From an optimization exercise on the open Yosys and OpenROAD flow, aimed at small area; shortcuts taken in it are not production practice.
The RTL was checked by simulation tests, not by an equivalence proof against the original design.
Power is estimated from default activity; no workload was simulated.

// dscpi_core
module dscpi_core (
    input  wire         clk,
    input  wire         rst_n,
    input  wire         tick,
    input  wire         latch,
    input  wire [3:0]   q,
    input  wire         offhook,
    input  wire         hw_fault,
    output wire [1:0]   tone_class,
    output wire         tone_en,
    output wire [15:0]  tone_on,
    output wire [15:0]  tone_range,
    input  wire         cmd_valid,
    input  wire [1:0]   cmd_op,
    input  wire [7:0]   cmd_arg,
    input  wire [127:0] cmd_frame,
    output reg          rsp_valid,
    output wire [1:0]   rsp_code,
    output wire [158:0] status
);
    localparam [2:0] LS_IDLE  = 3'd0,
                     LS_AWAIT = 3'd1,
                     LS_HS    = 3'd2,
                     LS_RX    = 3'd3,
                     LS_ACK   = 3'd4;
    localparam [4:0] C_ERROR = 5'h1F;    
    function [4:0] code_of_q;
        input [3:0] r;
        begin
            case (r)
                4'd0:    code_of_q = 5'h04;             
                4'd10:   code_of_q = 5'h10;             
                4'd11:   code_of_q = 5'h1A;             
                4'd12:   code_of_q = 5'h1B;             
                4'd13:   code_of_q = 5'h01;             
                4'd14:   code_of_q = 5'h02;             
                4'd15:   code_of_q = 5'h03;             
                default: code_of_q = {1'b1, r};         
            endcase
        end
    endfunction
    function [7:0] byte_of_code;
        input [4:0] cs;
        reg [4:0] c;
        begin
  ...
Settings: LEC_CHECK=0, CAP_MARGIN=20, CORE_MARGIN=2, CORE_UTILIZATION=80, SLEW_MARGIN=20; clock period 20.0 ns.
standard.sh (not shown) runs the stock make flow with config.mk's settings and CLKGATE_MAP_FILE= SYNTH_SCRIPT=/design/flow/synth_recipe.tcl, a recipe that flattens the netlist after the stock synthesis.
==> flow/flow/run.sh <==
#!/bin/bash
# The standard layout (the standard.sh, standard synthesis included),
# with the smallest buffer cell as the port buffers and a clock tree of
# few large clock buffers without dummy balancing loads.
set -euo pipefail
bash standard.sh "BUFFER_PORTS_ARGS=-buffer_cell sky130_fd_sc_hd__buf_1" \
    "CTS_ARGS=-sink_clustering_enable -repair_clock_nets -sink_clustering_size 25 -sink_clustering_max_diameter 80 -buf_list sky130_fd_sc_hd__clkbuf_16 -root_buf sky130_fd_sc_hd__clkbuf_4 -dont_use_dummy_load" \
    finish > make_finish.log 2>&1
Next try:
--- a/flow/config.mk
+++ b/flow/config.mk
@@ -9,3 +9,3 @@
 export CORE_MARGIN = 2
-export CORE_UTILIZATION = 80
+export CORE_UTILIZATION = 70
 export SLEW_MARGIN = 20
Effect:
- The changed run completed with no timing, DRC or antenna violations
- maximum frequency came out higher slightly
- non-clock buffer count came out higher by 1
- area after synthesis is unchanged
- clock-buffer cell count came out higher by 1
- die area came out higher by roughly a tenth
- combinational power came out higher slightly
- cell area came out higher slightly
- via count came out lower by a few percent
- global-route usage came out lower by 6.1 points
Next try:
==> flow/flow/run.sh (replaced) <==
#!/bin/bash
# The standard layout (the standard.sh, standard synthesis included),
# with the smallest buffer cell as the port buffers and a clock tree of
# few large clock buffers without dummy balancing loads.
set -euo pipefail
bash standard.sh "BUFFER_PORTS_ARGS=-buffer_cell sky130_fd_sc_hd__buf_1" \
    "CTS_ARGS=-sink_clustering_enable -repair_clock_nets -sink_clustering_size 25 -sink_clustering_max_diameter 80 -buf_list sky130_fd_sc_hd__clkbuf_16 -root_buf sky130_fd_sc_hd__clkbuf_4 -tree_buf sky130_fd_sc_hd__clkbuf_8 -dont_use_dummy_load" \
    finish > make_finish.log 2>&1
What happened: Sequential power hardly moves; maximum frequency does not change; core utilization does not change; global-route usage is unchanged; cell count stays the same; clock-buffer cell count is unchanged; wire length does not change.

========
dscpi_core, a different RTL version from the one above (not shown whole).
Size in the first run: about 1300 cells after synthesis, ~210 flip-flops, roughly 350 I/O pins, about 13000 µm² of cells after synthesis.
Settings: LEC_CHECK=0, CAP_MARGIN=20, CORE_MARGIN=2, CORE_UTILIZATION=65, CTS_BUF_LIST=sky130_fd_sc_hd__clkbuf_8, CTS_CLUSTER_DIAMETER=60, CTS_CLUSTER_SIZE=16, SLEW_MARGIN=20; clock period 20.0 ns.
==> flow/flow/run.sh <==
#!/bin/bash
# The standard layout (the standard.sh, standard synthesis included),
# with the smallest buffer cell as the port buffers.
set -euo pipefail
bash standard.sh "BUFFER_PORTS_ARGS=-buffer_cell sky130_fd_sc_hd__buf_1" \
    finish > make_finish.log 2>&1
Next try:
Settings changed: CTS_BUF_LIST sky130_fd_sc_hd__clkbuf_8 to sky130_fd_sc_hd__clkbuf_16, CTS_CLUSTER_SIZE 16 to 20.
Effect:
- hold slack gains 0.029 ns
- combinational power stays flat
- core utilization goes up by 1.1 points
- synthesized cell count stays the same
- synthesized area is unchanged
- via count goes up by 0.62%
- clock-buffer cell count is unchanged
- clock skew goes down by 0.020 ns
- design area goes up by 1.5%

========
dscpi_core again, from the RTL that the note above started with.
clock: 20.0 ns
lec_check: 0
cap_margin: 20
core_margin: 2
core_utilization: 65
cts_buf_list: sky130_fd_sc_hd__clkbuf_16
cts_cluster_diameter: 100
cts_cluster_size: 30
slew_margin: 20
Scripts as last shown in full above: flow/flow/run.sh
The baseline finished with timing, DRC and antenna clean.
Change:
CTS_BUF_LIST = sky130_fd_sc_hd__clkbuf_8 sky130_fd_sc_hd__clkbuf_16   (was sky130_fd_sc_hd__clkbuf_16)
CTS_CLUSTER_DIAMETER = not set   (was 100)
CTS_CLUSTER_SIZE = not set   (was 30)
After rerunning:
- The changed run produced a clean layout
- global-route usage came out higher by 0.75 points
- combinational power barely changes
- die area does not change
- utilization rises by 2.3 points
- total power increases by roughly a tenth
- worst setup slack improves by 47 ps
- wire length is higher by a few percent
- non-clock buffer count stays the same

========
## v6
Another version of the RTL of dscpi_core (not shown whole).
Size: ~210 flip-flops, about 350 I/O pins, ~0.013 mm² of cells after synthesis.
Settings: LEC_CHECK=0, CAP_MARGIN=20, CORE_MARGIN=2, CORE_UTILIZATION=70, CTS_BUF_LIST=sky130_fd_sc_hd__clkbuf_16, CTS_CLUSTER_DIAMETER=80, CTS_CLUSTER_SIZE=25, SLEW_MARGIN=20; clock period 20.0 ns.
Scripts as last shown in full above: flow/flow/run.sh
v6 completed every stage of the flow, and the final layout passed the timing, DRC and antenna checks.
Setup changes, v6 to v7
diff --git a/flow/flow/run.sh b/flow/flow/run.sh
--- a/flow/flow/run.sh
+++ b/flow/flow/run.sh
@@ -3 +3,2 @@
-# with the smallest buffer cell as the port buffers.
+# with the smallest buffer cell as the port buffers and a clock tree of
+# few large clock buffers without dummy balancing loads.
@@ -5,0 +7 @@
+    "CTS_ARGS=-sink_clustering_enable -repair_clock_nets -sink_clustering_size 25 -sink_clustering_max_diameter 80 -buf_list sky130_fd_sc_hd__clkbuf_16 -dont_use_dummy_load" \
diff --git a/flow/config.mk b/flow/config.mk
--- a/flow/config.mk
+++ b/flow/config.mk
@@ -11,3 +10,0 @@
-export CTS_BUF_LIST = sky130_fd_sc_hd__clkbuf_16
-export CTS_CLUSTER_DIAMETER = 80
-export CTS_CLUSTER_SIZE = 25
[summary]
- Routed wire length: v6 and v7 compared, higher one is v6
- v7 vs. v6: design area went down by 0.42%.
- The total chip power reported for v7 is smaller than that of v6 by about 1.9%.
- From v6 to v7 the numbers moved as follows: share of the cycle needed by the critical path after routing held steady, highest clock frequency the design can meet ~0 delta.
- In v7, the power dissipated in combinational cells came out about 0.6% below the value in v6.

separate check: timing with driven ports:
Ports are ideal in the flow. The routed layouts listed here were re-timed in OpenROAD. Step 1, drivers: a clkbuf_16 drives clk and a buf_2 each remaining input, both assumed. Step 2, shift: input delay + t, output delay - t, t = (earliest + latest rising clock arrival at the registers) / 2. This alone moves slack from input paths to output paths. Slacks: ideal / step 1 / step 2; pairs: ideal / step 1.
| run | t, ns | setup WS [ns] | worst data-port slew with drivers (ns) |
|---|---|---|---|
| the first run of note 1 | 0.653 | 10.985 / 10.979 / 10.325 | 0.07 |
| the second run of note 1 | 0.675 | 11.048 / 11.056 / 10.380 | 0.07 |
| the third run of note 1 | 0.675 | 11.048 / 11.056 / 10.380 | 0.07 |
| the first run of note 2 | 0.561 | 11.352 / 11.374 / 10.812 | 0.07 |
| the second run of note 2 | 0.536 | 11.302 / 11.327 / 10.792 | 0.07 |
| the first run of note 3 | 0.520 | 11.271 / 11.297 / 10.777 | 0.07 |
| the second run of note 3 | 0.548 | 11.318 / 11.339 / 10.791 | 0.08 |
| v6 | 0.510 | 10.673 / 10.690 / 10.180 | 0.07 |
| v7 | 0.502 | 10.663 / 10.681 / 10.179 | 0.07 |
After both steps every run listed still meets setup and hold.
